Source: an optimization exercise on an open RTL-to-GDS flow (aim: small area and a short achievable clock period). Production flows keep margins and buffers that such runs may drop. Function was checked by simulation only, so behaviour that the tests miss may differ from the original. No activity file was given, so power comes from the tool's default toggle rates.

**design/flow/design.v**
```verilog
module hfp8_enc_lane (
    input  wire [15:0] a,         
    input  wire        low,       
    input  wire [2:0]  ebits,     
    input  wire [6:0]  ebias,     
    input  wire [2:0]  r,         
    input  wire [5:0]  mh,        
    input  wire [6:0]  mmask,     
    input  wire [6:0]  hm,        
    output wire [6:0]  qp,        
    output wire        up,        
    output wire        ovf,       
    output wire        inexact    
);
    wire [7:0]  e   = a[15:8];
    wire        hid = |e;
    wire [7:0]  top = {hid, a[7:1]};             
    wire        lo  = a[0] | low;                
    wire [8:0]  s1 = {1'b0, e[7:1], e[0] | ~hid} + {2'b00, ebias} + 9'd1;
    wire        e_ge1  = s1[8] | (s1[7] & (|s1[6:0]));       
    wire        normal = s1[8] | (s1[7] & (|s1[6:1]));       
    wire        zero   = !s1[8] && !s1[7] && ((s1[6:3] != 4'hF) || (s1[2:0] <= ebits));
    assign      ovf    = s1[8] | (s1[7] & (|(s1[6:0] & hm)));
    wire [2:0]  u  = e_ge1 ? r : (ebits - s1[2:0]);
    wire [14:0] w  = {top, 7'd0} >> u;
    wire [6:0]  n      = zero ? 7'd0 : w[14:8];
    wire        guard  = !zero && w[7];
    wire        sticky = lo || (zero ? (|top) : (|w[6:0]));
    reg  [6:0]  eh;                              
    integer k;
    always @(*) begin
        eh = 7'd0;
        for (k = 0; k < 6; k = k + 1)
            eh = eh | ((s1[6:0] << (k + 1)) & {7{mh[k]}});
    end
    assign qp      = normal ? (eh | (n & mmask)) : n;
    assign up      = guard & (sticky | n[0]);
    assign inexact = guard | sticky;
endmodule
module hfp8_dec_lane (
    input  wire [7:0]  b,
    input  wire [5:0]  rh,       
    input  wire [6:0]  nb,       
    output wire [14:0] f
);
    reg [11:0] al;
    integer k;
    always @(*) begin
        al = 12'd0;
        for (k = 0; k < 6; k = k + 1)
            al = al | ({5'd0, b[6:0]} << k) & {12{rh[k]}};
    end
    wire [5:0]  E  = al[11:6];
    wire [5:0]  mt = al[5:0];
    wire        ez = (E == 6'd0);
    reg [2:0] lz;
    always @(*) begin
        casez (mt)
            6'b1?????: lz = 3'd0;
            6'b01????: lz = 3'd1;
            6'b001???: lz = 3'd2;
            6'b0001??: lz = 3'd3;
            6'b00001?: lz = 3'd4;
            6'b000001: lz = 3'd5;
            default:   lz = 3'd6;
        endcase
    end
    wire       sub_norm = ({4'd0, lz} < nb);         
    wire [7:0] exp_n    = {2'b0, E} + {1'b0, nb};
    wire [7:0] exp_s    = sub_norm ? ({1'b0, nb} - {5'd0, lz}) : 8'd0;
    wire [3:0] sh_s     = sub_norm ? ({1'b0, lz} + 4'd1) : nb[3:0];
    wire [5:0] fr_s     = mt << sh_s;
    wire       zero = ez && (mt == 6'd0);
    wire [7:0] expo = ez ? exp_s : exp_n;
    wire [5:0] fr   = ez ? fr_s : mt;
    assign f = zero ? {b[7], 14'd0} : {b[7], expo, fr};
endmodule
module hfp8_codec (
    input  wire         clk,
    input  wire         rst,         
    input  wire         in_valid,
    input  wire         mode,        
    input  wire [2:0]   ebits,
    input  wire [7:0]   ebias,
    input  wire [31:0]  maxpos,      
    input  wire [127:0] din,
    output wire         out_valid,
    output wire         err,
    output wire [127:0] dout
);
    genvar i;
    reg         s1_valid;
    reg         s1_mode;
    reg [2:0]   s1_ebits;
    reg [7:0]   s1_ebias;
    reg [16:0]  s1_max;          
    reg [67:0]  s1_x;            
    always @(posedge clk) begin
        if (rst)
            s1_valid <= 1'b0;
        else
            s1_valid <= in_valid;
        s1_mode  <= mode;
        s1_ebits <= ebits;
        s1_ebias <= ebias;
        s1_max   <= {maxpos[31:16], |maxpos[15:0]};
    end
    generate
        for (i = 0; i < 4; i = i + 1) begin : s1lane
            always @(posedge clk)
                if (i == 1 && mode)
                    s1_x[17*i +: 17] <= {1'b0, din[15:0]};
                else
                    s1_x[17*i +: 17] <= {din[32*i+16 +: 16], |din[32*i +: 16]};
        end
    endgenerate
    wire [31:0] s1_codes = {s1_x[16:1], s1_x[32:17]};    
    wire [2:0] p_r     = s1_ebits - 3'd1;
    wire [5:0] p_mh    = 6'd1 << (3'd6 - s1_ebits);
    wire [6:0] p_mmask = 7'h7F >> s1_ebits;
    wire [6:0] p_hm    = 7'h7F << s1_ebits;
    wire [6:0] mq;
    wire       mup, movf, minexact;
    hfp8_enc_lane u_encm (
        .a(s1_max[15:0]), .low(1'b0), .ebits(s1_ebits), .ebias(s1_ebias[6:0]),
        .r(p_r), .mh(p_mh), .mmask(p_mmask), .hm(p_hm),
        .qp(mq), .up(mup), .ovf(movf), .inexact(minexact)
    );
    wire ebits_ok  = (s1_ebits != 3'd0) && (s1_ebits != 3'd7);
    wire ebias_ok  = (s1_ebias != 8'd0) && !s1_ebias[7];
    wire maxpos_ok = !s1_max[16]
                  && (s1_max[15:0] != 16'd0)
                  && !movf
                  && !((mq == 7'h7F) && minexact);
    wire param_err = !ebits_ok || !ebias_ok || (!s1_mode && !maxpos_ok);
    wire [39:0] s2_d;        
    generate
        for (i = 0; i < 4; i = i + 1) begin : s2lane
            wire [16:0] x = s1_x[17*i +: 17];
            wire [6:0]  qp;
            wire        up, ovf;
            hfp8_enc_lane u_enc (
                .a(x[15:0]), .low(1'b0), .ebits(s1_ebits), .ebias(s1_ebias[6:0]),
                .r(p_r), .mh(p_mh), .mmask(p_mmask), .hm(p_hm),
                .qp(qp), .up(up), .ovf(ovf), .inexact()
            );
            assign s2_d[10*i +: 10] = s1_mode ? {s1_codes[8*i +: 8], 2'b00} : {x[16], qp, up, ovf};
        end
    endgenerate
    reg         s2_valid;
    reg         s2_mode;
    reg         s2_err;
    reg [5:0]   s2_rh;       
    reg [6:0]   s2_nb;       
    reg [6:0]   s2_mq;
    reg         s2_mup;
    reg [39:0]  s2_lane;
    always @(posedge clk) begin
        if (rst)
            s2_valid <= 1'b0;
        else
            s2_valid <= s1_valid;
        s2_mode  <= s1_mode;
        s2_err   <= param_err;
        s2_rh    <= 6'd1 << (s1_ebits - 3'd1);
        s2_nb    <= ~s1_ebias[6:0];
        s2_mq    <= mq;
        s2_mup   <= mup;
        s2_lane  <= s2_d;
    end
    wire [6:0]  mq1 = s2_mq + 7'd1;
    wire [6:0]  cm  = s2_mup ? mq1 : s2_mq;
    wire [31:0] codes;
    wire [59:0] dec;
    generate
        for (i = 0; i < 4; i = i + 1) begin : s3lane
            wire [9:0] l   = s2_lane[10*i +: 10];
            wire [6:0] qp  = l[8:2];
            wire       up  = l[1];
            wire       ovf = l[0];
            wire [6:0] q   = qp + {6'd0, up};
            wire [7:0] d   = {1'b0, qp} - {1'b0, s2_mq};
            wire       ge  = !d[7];
            wire       gt  = ge && (d[6:0] != 7'd0);
            wire       gt1 = ge && (d[6:1] != 6'd0);
            wire       sel = ovf || ((up == s2_mup) ? gt : up ? ge : gt1);
            assign codes[8*i +: 8] = {l[9], sel ? cm : q};
            hfp8_dec_lane u_dec (
                .b(l[9:2]), .rh(s2_rh), .nb(s2_nb), .f(dec[15*i +: 15])
            );
        end
    endgenerate
    reg          s3_valid;
    reg          s3_err;
    reg [31:0]   s3_lo;      
    reg [44:0]   s3_hi;      
    always @(posedge clk) begin
        if (rst)
            s3_valid <= 1'b0;
        else
            s3_valid <= s2_valid;
        s3_err <= s2_err;
        s3_lo  <= s2_err ? 32'd0 : s2_mode ? {dec[14:0], 17'd0} : codes;
        s3_hi  <= (s2_mode && !s2_err) ? dec[59:15] : 45'd0;
    end
    assign out_valid = s3_valid;
    assign err       = s3_err;
    assign dout      = {s3_hi[44:30], 17'd0, s3_hi[29:15], 17'd0, s3_hi[14:0], 17'd0, s3_lo};
endmodule
```
**design/flow/flow/run.sh**
```bash
#!/bin/bash
set -euo pipefail
bash standard.sh SETUP_SLACK_MARGIN=8.5 finish > standard_flow.log 2>&1
```
**design/flow/standard.sh**
```bash
#!/bin/bash
# synth_recipe.tcl (not shown) runs the flow's synth.tcl, then flattens the netlist and writes it again
# the make line also repeats each setting of config.mk as NAME=value (left out here)
make -C /OpenROAD-flow-scripts/flow DESIGN_CONFIG=/design/flow/config.mk WORK_HOME=/design/flow/orfs CLKGATE_MAP_FILE= SYNTH_SCRIPT=/design/flow/synth_recipe.tcl "${@:-finish}"
```
**design/flow/config.mk**
```make
export PLATFORM = sky130hd
export DESIGN_NAME = hfp8_codec
export DESIGN_NICKNAME = hfp8_codec
export VERILOG_FILES = /design/flow/design.v
export SDC_FILE = /design/flow/constraint.sdc
export NUM_CORES = 4
export LEC_CHECK = 0
export ABC_AREA = 1
export CAP_MARGIN = 20
export CORE_MARGIN = 2
export CORE_UTILIZATION = 40
export SLEW_MARGIN = 20
```
**design/flow/constraint.sdc**
```tcl
create_clock -name core_clock -period 12.0 [get_ports {clk}]
set_input_delay 2.4000 -clock core_clock [delete_from_list [all_inputs] [get_ports {clk}]]
set_output_delay 2.4000 -clock core_clock [all_outputs]
set_load 0.01 [all_outputs]
```
==> impl_metrics.env, run 1 <==
export IMPL_status="complete, no violations"
export IMPL_drv_cap=0
export IMPL_grt_start_max_net_pins=44
export IMPL_fin_total_pwr_mw=3.905
export IMPL_crit_start="s1_max[13]"
export IMPL_fin_nets=3482
export IMPL_grt_overflow_total=0
export IMPL_cts_max_path_buffers=3
export IMPL_die_area_sq_um=48050
export IMPL_slew_headroom_pct=25.59
export IMPL_max_stage_delay_ps=630
export IMPL_cp_start_kind="flop"
export IMPL_synth_seq_area_share_pct=26.05
export IMPL_yosysWarnings=3
export IMPL_fin_crit_sh_pct=30.77
export IMPL_gr_usage_all_layers_pct=27.09
export IMPL_crit_type="flop to flop"
export IMPL_synth_seq_cells=241
export IMPL_antenna_cells=0
export IMPL_powerDensity_nw_per_um2=153.1
export IMPL_synth_most_common_cell="nand2_1"
export IMPL_die_w_um=219.2
export IMPL_p_leak_nw=11.89
export IMPL_async_reset_ff_share_pct=0
export IMPL_drtIter0Drc=1770
export IMPL_max_freq_ghz=0.2708
export IMPL_final_layout_size_suffix_gt1_share_pct=25.13
export IMPL_ff_latch_area_sq_um=4886
export IMPL_crit_chain="nor4_2 -> nand2_2 -> inv_2 -> nor2_2 -> ha_2 -> inv_2 -> fa_2 -> buf_4 -> fa_1 -> inv_1 -> nand2_4 -> o21ai_4 -> nor2_4 -> nand2_1 -> nand2_2 -> nand2_1 -> clkinv_1 -> nand3_2 -> nor3_2 -> nand2_2 -> nand2_2 -> nand2_2 -> nand2_2"
export IMPL_initial_utilization_pct=40.64
export IMPL_finalClockSkew_ps=26.88
export IMPL_reg2reg_from="s1_max[13]"
export IMPL_synth_top_area_share_pct=26.05
export IMPL_clkSlewWorstSetupHoldPaths_ps=70
export IMPL_required_ps=12520
export IMPL_synth_edf_count=0
export IMPL_core_rowCount=78
export IMPL_clkSinkCount=241
export IMPL_grt_pass1_vias=19520
export IMPL_hp_class="flop to flop"
export IMPL_routed_via_count=20900
export IMPL_setup_violations=0
export IMPL_fp_dieH_um=219.2
export IMPL_synth_area_leaders="dfxtp_1, nand2_1, ha_1"
export IMPL_worstPathArrival_ps=4220
export IMPL_syn2layout_area_growth_pct=37.71
export IMPL_drtAntennaViolNets=0
export IMPL_peakVddDrop_mv=0.1387
export IMPL_routed_via_density=5.547
export IMPL_ios=305
export IMPL_first_pass_iters=6
export IMPL_gp_congestion=0.9715
export IMPL_clockRootBuffer="clkbuf_16"
export IMPL_cts_tree="built"
export IMPL_nFillCells=4303
export IMPL_drv_slew=0
export IMPL_coreArea_sq_um=45580
export IMPL_synth_cell_types=68
export IMPL_crit_fanout=7
export IMPL_rsz0062_at_grt="yes"
export IMPL_cts_hold_buf=0
export IMPL_cpMaxStageDelayCell="fa_1"
export IMPL_synthFlopType="dfxtp_1"
export IMPL_min_delay_start="s2_err"
export IMPL_end_kind="flop"
export IMPL_cts_made_buffers=29
export IMPL_route_detailed_drc=0
export IMPL_synth_cell_area_sq_um=18520
export IMPL_period_needed_ps=3693
export IMPL_synthCells=2715
export IMPL_tightestPinTransition_ps=1109
export IMPL_multi_input_area_sq_um=13500
export IMPL_ys_top_cells_by_count="nand2_1, inv_1, dfxtp_1, nor2_1, nand3_1"
export IMPL_routed_wl_um=70360
export IMPL_antenna_found_initial=1
export IMPL_fin_tns_setup_ps=0
export IMPL_port_buffers=253
export IMPL_worst_hold_slack_ps=369.1
export IMPL_cpMostUsedCell="nand2_2"
export IMPL_syn_area_per_cell_sq_um=6.823
export IMPL_grt_pass1_wl_um=103200
export IMPL_h_tree_depth=1
export IMPL_hold_viol_final=0
export IMPL_hpwlAfterDp_um=51390
export IMPL_wire_per_inst_um=18.68
export IMPL_yosys_area_top_type="dfxtp_1"
export IMPL_clock_latency_ps=580
## metal layers
layer  global-route usage [%]  vias up  share of wire (%)
met3                    3.617      273                7.0
met2                    47.09      964                 48
met1                    32.44     9692                 39
met5                        0        -              0.021
met4                    14.32        2                6.0
li1                         -     9965                  -
## power by group
part	switching, mW	internal, mW	total [mW]
sequential	0.103	0.881	0.983
clock	0.357	0.537	0.894
combinational	1.24	0.790	2.03
## sequential cells by signal, summed over array words and instances, names as in the netlist
register	cells
s1_ebias	8
s1_ebits	3
s1_max	17
s1_mode	1
s1_valid	1
s1_x	68
s2_err	1
s2_lane	40
s2_mode	1
s2_mq	7
s2_mup	1
s2_nb	7
s2_rh	6
s2_valid	1
s3_err	1
s3_hi	45
s3_lo	32
s3_valid	1
## cell families after synthesis
| family | synth area share, % |
|---|---|
| adder cells (fa/ha/maj) | 11.63 |
| other | 0.02024 |
| flip-flops | 26.05 |
| XOR/XNOR | 3.627 |
| buffers and inverters | 11.73 |
| AO/OA/AOI/OAI | 18.72 |
| multiplexers | 0.1081 |
| AND/OR/NAND/NOR | 28.12 |
## metrics by stage
stage	setup WS (ps)	instance area, sq um	utilization [%]	cells
floorplan	8545	18710	-	2765
global placement	7552	21420	47.01	3519
detailed placement	7427	21420	47.01	3519
CTS	8439	23410	51.37	3657
global route	8102	25510	55.97	3767
finish	8307	25510	55.97	3767
## critical path, delay by kind of cell (launching register included)
family,cells,cell delay (ps)
simple gates,14,1420
fa+ha+maj,3,1260
buf+inv,5,510
flops,1,320
compound gates,1,110
## path summary, 6_finish.rpt
path / end / slack [ps] / cells after the start
max: s2_err / 8310 / 23
max reg2reg: s2_err / 8310 / 23
min reg2reg: s3_err / 370 / 0
min: s3_err / 370 / 0
## cells in the final DEF (no fill, tap or decap), types with 27 or more instances in the layout
cell / synthesis / layout
nand2_1: 552 / 480
inv_1: 377 / 323
dfxtp_1: 241 / 210
nor2_1: 221 / 181
clkdlybuf4s50_1: 0 / 174
buf_4: 56 / 172
nand3_1: 198 / 148
a21oi_1: 163 / 144
ha_1: 137 / 124
o21ai_0: 132 / 107
buf_2: 18 / 78
nand2_2: 31 / 74
o22ai_1: 70 / 64
inv_2: 14 / 56
conb_1: 1 / 51
xor2_1: 52 / 50
nand3_2: 4 / 44
o211ai_1: 38 / 38
nand4_1: 34 / 34
nor4_1: 44 / 33
clkbuf_16: 0 / 29
nor2_2: 4 / 27
nand2_4: 4 / 27
buf_6: 2 / 27
## cell type report
| type | count | share of cell area (%) |
|---|---|---|
| clock buffer | 39 | 3.188 |
| inverter | 401 | 6.234 |
| tap | 600 | 2.943 |
| multi-input combinational | 2017 | 52.90 |
| timing repair inverter | 2 | 0.04414 |
| clock inverter | 11 | 0.5984 |
| sequential | 241 | 19.15 |
| timing repair buffer | 456 | 14.94 |
## timing repair
item / 4_1_cts / 5_1_grt
setup endpoints to repair: 175 / 72
pin swaps: 70 / 148
endpoints found under the hold margin: 0 / 0
resized for setup: 538 / 334
buffers inserted: 86 / 104
gates cloned: 2 / 6
==> run 2, diff against run 1 <==
==> design/flow/flow/run.sh (replaced) <==
#!/bin/bash
set -euo pipefail
bash standard.sh SETUP_SLACK_MARGIN=8.5 "BUFFER_PORTS_ARGS=-buffer_cell sky130_fd_sc_hd__buf_1" finish \
    > standard_flow.log 2>&1
--- a/design/flow/config.mk
+++ b/design/flow/config.mk
@@ -10,3 +10,3 @@
 export CORE_MARGIN = 2
-export CORE_UTILIZATION = 40
+export CORE_UTILIZATION = 60
 export SLEW_MARGIN = 20
==> impl_metrics.env, run 2 <==
export IMPL_clkSinkCount=241
export IMPL_largest_reg_flops=68
export IMPL_drv_slew=0
export IMPL_antenna_found_initial=0
export IMPL_hold_viol_final=0
export IMPL_yosysWarnings=3
export IMPL_powerDensity_nw_per_um2=161.0
export IMPL_setup_violations=0
export IMPL_numPlacedInstances=3315
export IMPL_synthXorXnorAreaFrac_pct=3.627
export IMPL_rr_endpoint="s2_err"
export IMPL_h_tree_depth=1
export IMPL_fin_nets=3432
export IMPL_grt_pass1_wl_um=97470
export IMPL_die_w_um=179.7
export IMPL_cts_max_path_buffers=3
export IMPL_synth_mux_area_fraction_pct=0.1081
export IMPL_synth_top_family_by_area="simple AND/OR/NAND/NOR gates"
export IMPL_core_rowCount=64
export IMPL_synth_cell_area_sq_um=18520
export IMPL_synth_seq_cells=241
export IMPL_synth_adder_area_share_pct=11.63
export IMPL_final_layout_size_suffix_gt1_share_pct=19.47
export IMPL_gr_usage_all_layers_pct=36.85
export IMPL_yosys_area_top_type="dfxtp_1"
export IMPL_synth_edf_count=0
export IMPL_max_stage_delay_ps=340
export IMPL_final_common_cell="nand2_1"
export IMPL_synth_seq_area_share_pct=26.05
export IMPL_clkSlewWorstSetupHoldPaths_ps=70
export IMPL_required_ps=12450
export IMPL_crit_fanout=3
export IMPL_gp_congestion=1.045
export IMPL_tightestPinTransition_ps=995.5
export IMPL_ios=305
export IMPL_routed_wl_um=67880
export IMPL_synth_compound_area_share_pct=18.72
export IMPL_drtIter0Drc=1944
export IMPL_reg2reg_slack_ps=8120
export IMPL_p_leak_nw=10.78
export IMPL_cts_made_buffers=26
export IMPL_hp_class="flop to flop"
export IMPL_first_pass_iters=8
export IMPL_cp_start_kind="flop"
export IMPL_clockRootBuffer="clkbuf_16"
export IMPL_routed_via_density=6.135
export IMPL_route_detailed_drc=0
export IMPL_routed_via_count=21550
export IMPL_crit_type="flop to flop"
export IMPL_cp_endpoint="s2_err"
export IMPL_crit_start="s1_max[13]"
export IMPL_reg2regPathDepth=33
export IMPL_fin_total_pwr_mw=3.750
export IMPL_initial_utilization_pct=60.72
export IMPL_layout_cells_non_filler=3513
export IMPL_synth_most_common_cell="nand2_1"
export IMPL_syn2layout_area_growth_pct=25.71
export IMPL_place_ws_ps=7495
export IMPL_end_kind="flop"
export IMPL_setup_slack_ps=8115
export IMPL_synth_top_area_share_pct=26.05
export IMPL_finalClockSkew_ps=21.35
export IMPL_syn_area_per_cell_sq_um=6.823
export IMPL_fin_tns_setup_ps=0
export IMPL_fin_crit_sh_pct=32.37
export IMPL_rsz0062_at_grt="yes"
export IMPL_synth_simple_area_share_pct=28.12
export IMPL_grt_overflow_total=0
export IMPL_cts_tree="built"
export IMPL_die_area_sq_um=32300
export IMPL_final_cell_mix="nand2_1, inv_1, buf_1"
export IMPL_synth_cell_types=68
export IMPL_place_area_sq_um=19590
export IMPL_async_reset_ff_share_pct=0
export IMPL_top_register="s1_x"
export IMPL_clock_latency_ps=580
export IMPL_hpwlAfterDp_um=45920
export IMPL_grt_start_max_net_pins=44
export IMPL_final_area_sq_um=23290
export IMPL_worst_hold_slack_ps=412.1
export IMPL_slew_headroom_pct=32.93
export IMPL_max_freq_ghz=0.2574
export IMPL_synthCells=2715
export IMPL_coreArea_sq_um=30510
export IMPL_antenna_cells=0
export IMPL_reg2reg_from="s1_max[13]"
export IMPL_min_delay_path_depth=2
export IMPL_reg_top3="s1_x x68, s3_hi x45, s2_lane x40"
export IMPL_wire_per_inst_um=19.32
export IMPL_worstPathArrival_ps=4340
export IMPL_cpMostUsedCell="buf_6"
export IMPL_status="complete, no violations"
export IMPL_grt_pass1_vias=19540
export IMPL_synthFlopType="dfxtp_1"
export IMPL_drtAntennaViolNets=0
export IMPL_drv_cap=0
export IMPL_ys_top_cells_by_count="nand2_1, inv_1, dfxtp_1, nor2_1, nand3_1"
export IMPL_cpMaxStageDelayCell="dfxtp_1"
export IMPL_peakVddDrop_mv=0.1833
export IMPL_nFillCells=2285
export IMPL_period_needed_ps=3885
export IMPL_final_core_util_pct=76.33
export IMPL_port_buffers=253
export IMPL_fp_dieH_um=179.7
export IMPL_synth_area_leaders="dfxtp_1, nand2_1, ha_1"
run 2: cell families (layout without fill, tap and decap cells):
logic type               after synthesis  after routing
adder cells (fa/ha/maj)              159            159
buffers and inverters                513            859
other                                  1             51
flip-flops                           241            241
multiplexers                           2              2
AND/OR/NAND/NOR                     1163           1165
AO/OA/AOI/OAI                        561            565
XOR/XNOR                              75             75
run 2: timing repair:
| action | 4_1_cts | 5_1_grt |
|---|---|---|
| buffers inserted | 70 | 73 |
| pin swaps | 48 | 119 |
| resized for setup | 154 | 321 |
| endpoints found under the setup margin | 93 | 75 |
| cloned | 2 | 6 |
| hold buffers | 0 | 0 |
run 2: layout make-up:
| class | instances | area (sq um) | area share (%) |
|---|---|---|---|
| multi-input cells | 2017 | 13160 | 56.50 |
| flip-flops and latches | 241 | 4886 | 20.98 |
| repair buffers | 409 | 2248 | 9.655 |
| inverters | 401 | 1587 | 6.813 |
| clock buffers | 35 | 734.5 | 3.154 |
| well taps | 396 | 495.5 | 2.128 |
| clock inverters | 12 | 167.7 | 0.7200 |
| repair inverters | 2 | 12.51 | 0.05373 |
run 2: power breakdown:
group / internal [mW] / switching (mW)
clock: 0.496 / 0.353
combinational: 0.692 / 1.22
sequential: 0.880 / 0.106
run 2: worst min path at each step:
stage          endpoint  slack [ps]  startpoint
2_1_floorplan    s3_err         350      s2_err
3_3_place_gp   s3_valid         400    s2_valid
3_5_place_dp   s3_valid         410    s2_valid
4_1_cts        s3_valid         420    s2_valid
5_1_grt          s3_err         430      s2_err
6_report       s3_valid         410    s2_valid
run 2: worst max-delay path: cells and delay by family, from the launching register on:
kind          cells  cell delay, ps
buf+inv          20            2130
flops             1             340
simple gates     13            1270
run 2: layer usage:
layer | vias up | routed length, um | GRT usage (%)
met5 | - | 0 | 0
met4 | 0 | 5502 | 22.73
met3 | 466 | 6636 | 6.199
met2 | 1440 | 31350 | 62.64
met1 | 9776 | 24390 | 43.42
li1 | 9869 | - | -
==> run 3, diff against run 2 <==
==> design/flow/flow/run.sh (replaced) <==
#!/bin/bash
set -euo pipefail
bash standard.sh SETUP_SLACK_MARGIN=8.0 "BUFFER_PORTS_ARGS=-buffer_cell sky130_fd_sc_hd__buf_1" finish \
    > standard_flow.log 2>&1
==> impl_metrics.env, run 3 <==
export IMPL_status="complete, no violations"
export IMPL_wire_per_inst_um=17.89
export IMPL_reg_top3="s1_x x68, s3_hi x45, s2_lane x40"
export IMPL_required_ps=12350
export IMPL_synth_cell_area_sq_um=18520
export IMPL_final_core_util_pct=68.75
export IMPL_fin_tns_setup_ps=0
export IMPL_peakVddDrop_mv=0.1729
export IMPL_drv_slew=0
export IMPL_grt_overflow_total=0
export IMPL_first_pass_iters=8
export IMPL_drtAntennaViolNets=0
export IMPL_die_w_um=179.7
export IMPL_syn2layout_area_growth_pct=13.23
export IMPL_powerDensity_nw_per_um2=162.5
export IMPL_end_kind="flop"
export IMPL_synth_area_leaders="dfxtp_1, nand2_1, ha_1"
export IMPL_synthCells=2715
export IMPL_cts_hold_buf=0
export IMPL_ios=305
export IMPL_rsz0062_at_grt="yes"
export IMPL_syn_area_per_cell_sq_um=6.823
export IMPL_clockRootBuffer="clkbuf_16"
export IMPL_cts_max_path_buffers=3
export IMPL_gp_congestion=1.045
export IMPL_slew_headroom_pct=33.80
export IMPL_coreArea_sq_um=30510
export IMPL_antenna_cells=0
export IMPL_synth_top_area_share_pct=26.05
export IMPL_fin_nets=3297
export IMPL_initial_utilization_pct=60.72
export IMPL_final_layout_size_suffix_gt1_share_pct=7.948
export IMPL_yosysWarnings=3
export IMPL_crit_fanout=22
export IMPL_synth_seq_area_share_pct=26.05
export IMPL_final_common_cell="nand2_1"
export IMPL_routed_wl_um=60440
export IMPL_cts_tree="built"
export IMPL_route_detailed_drc=0
export IMPL_top_register="s1_x"
export IMPL_ys_top_cells_by_count="nand2_1, inv_1, dfxtp_1, nor2_1, nand3_1"
export IMPL_hold_viol_final=0
export IMPL_grt_pass1_wl_um=93610
export IMPL_port_buffers=253
export IMPL_setup_violations=0
export IMPL_p_leak_nw=9.889
export IMPL_grt_start_max_net_pins=44
export IMPL_antenna_found_initial=0
export IMPL_final_cell_mix="nand2_1, inv_1, buf_1"
export IMPL_die_area_sq_um=32300
export IMPL_synth_cell_types=68
export IMPL_hpwlAfterDp_um=45920
export IMPL_worstPathArrival_ps=4360
export IMPL_clkSlewWorstSetupHoldPaths_ps=70
export IMPL_cpMaxStageDelayCell="dfxtp_1"
export IMPL_drv_cap=0
export IMPL_period_needed_ps=4006
export IMPL_largest_reg_flops=68
export IMPL_hp_class="flop to flop"
export IMPL_routed_via_count=20030
export IMPL_tightestPinTransition_ps=982.7
export IMPL_crit_chain="ha_1 -> inv_1 -> ha_1 -> nand2_2 -> clkinv_1 -> a2111oi_0 -> o311ai_0"
export IMPL_async_reset_ff_share_pct=0
export IMPL_h_tree_depth=1
export IMPL_crit_type="flop to flop"
export IMPL_routed_via_density=5.929
export IMPL_worst_hold_slack_ps=412.1
export IMPL_yosys_area_top_type="dfxtp_1"
export IMPL_synth_seq_cells=241
export IMPL_synthFlopType="dfxtp_1"
export IMPL_clock_latency_ps=580
export IMPL_cp_start_kind="flop"
export IMPL_synth_most_common_cell="nand2_1"
export IMPL_grt_pass1_vias=18720
export IMPL_core_rowCount=64
export IMPL_cts_made_buffers=26
export IMPL_finalClockSkew_ps=24.73
export IMPL_fin_crit_sh_pct=33.38
export IMPL_max_freq_ghz=0.2496
export IMPL_drtIter0Drc=1972
export IMPL_clkSinkCount=241
export IMPL_fp_dieH_um=179.7
export IMPL_cpMostUsedCell="ha_1"
export IMPL_gr_usage_all_layers_pct=35.39
export IMPL_synth_edf_count=0
export IMPL_max_stage_delay_ps=870
## run 3: cell counts after synthesis
Identical to the previous run, type by type.
## run 3: through the flow
| step | setup WS [ps] | instances | instance area (sq um) | total power [mW] |
|---|---|---|---|---|
| 3_5_place_dp | 7495 | 3315 | 19590 | 2.486 |
| 2_1_floorplan | 8545 | 2765 | 18710 | 2.121 |
| 6_report | 7994 | 3378 | 20970 | 3.409 |
| 5_1_grt | 7785 | 3378 | 20970 | 3.635 |
| 4_1_cts | 7953 | 3364 | 20600 | 3.333 |
| 3_3_place_gp | 7518 | 3315 | 19590 | 2.453 |
## run 3: worst paths after layout
kind                    start           to  slack, ps  cells past startpoint
hold / removal       s2_valid     s3_valid        410                      2
hold reg to reg      s2_valid     s3_valid        410                      2
setup / recovery  s1_ebits[0]  s2_lane[27]       7990                      7
setup reg to reg  s1_ebits[0]  s2_lane[27]       7990                      7
## run 3: power breakdown
| group | internal [mW] | switching (mW) | total [mW] |
|---|---|---|---|
| Sequential | 0.879 | 0.101 | 0.980 |
| Combinational | 0.542 | 1.05 | 1.59 |
| Clock | 0.496 | 0.343 | 0.839 |
## run 3: routing by layer
metal	global-route usage, %	part of all wire, %	vias up
li1	-	-	9585
met1	42.45	39	9106
met2	61.64	47	1083
met3	5.207	8.2	255
met4	17.92	5.9	0
met5	0	0	-
## run 3: cell families (layout without fill, tap and decap cells)
family          after synthesis  in the layout  share of synthesized area (%)
compound gates              561            562                          18.72
buf+inv                     513            729                          11.73
xor+xnor                     75             75                          3.627
flops                       241            241                          26.05
simple gates               1163           1163                          28.12
mux                           2              2                         0.1081
other cells                   1             51                        0.02024
fa+ha+maj                   159            159                          11.63
## run 3: layout make-up
cell class / instances / area, sq um
clock buffer: 35 / 734.5
timing repair buffer: 280 / 1152
inverter: 401 / 1543
tap: 396 / 495.5
timing repair inverter: 1 / 5.005
fill: 2686 / 9535
multi-input combinational: 2012 / 12030
sequential: 241 / 4842
clock inverter: 12 / 167.7
## run 3: worst max-delay path, delay by kind of cell, from the launching register on
| kind | cells | cell delay [ps] |
|---|---|---|
| and+or+nand+nor | 1 | 470 |
| adders and majority gates | 2 | 690 |
| DFF | 1 | 870 |
| AOI/OAI and AO/OA | 2 | 1110 |
| buffers and inverters | 2 | 610 |
## run 3: timing repair
item / CTS / global route
pin swaps: 0 / 13
setup endpoints to repair: 31 / 59
setup buffers: 2 / 12
resized for setup: 28 / 78
gates cloned: 0 / 2

==> separate check: timing with driven ports <==
No port has a modelled driver above. Below, the same layouts with a new extraction and two added sets of constraints.
Step 1 assumes that a clkbuf_16 drives the clock port and a buf_2 every other input.
Step 2 times the ports against the registers' clock, not the clock port: input delays grow and output delays shrink by t, the midpoint of the rising clock arrivals with the driver on.
Slacks: ideal ports / drivers / drivers and shift; pairs: ideal ports / drivers.
run | shift t [ns] | slack for setup (ns) | worst setup path after step 2 | latest minus earliest clock arrival (ns)
run 1 | 0.621 | 8.307 / 8.307 / 8.021 | input to register | 0.028 / 0.028
run 2 | 0.617 | 8.115 / 8.115 / 8.115 | register to register | 0.021 / 0.021
run 3 | 0.613 | 7.994 / 7.994 / 7.994 | register to register | 0.025 / 0.025
After both steps every run listed still meets setup and hold. For run 1, which loses most, drivers alone change the setup slack by 0.000 ns; drivers and shift together by -0.286 ns.
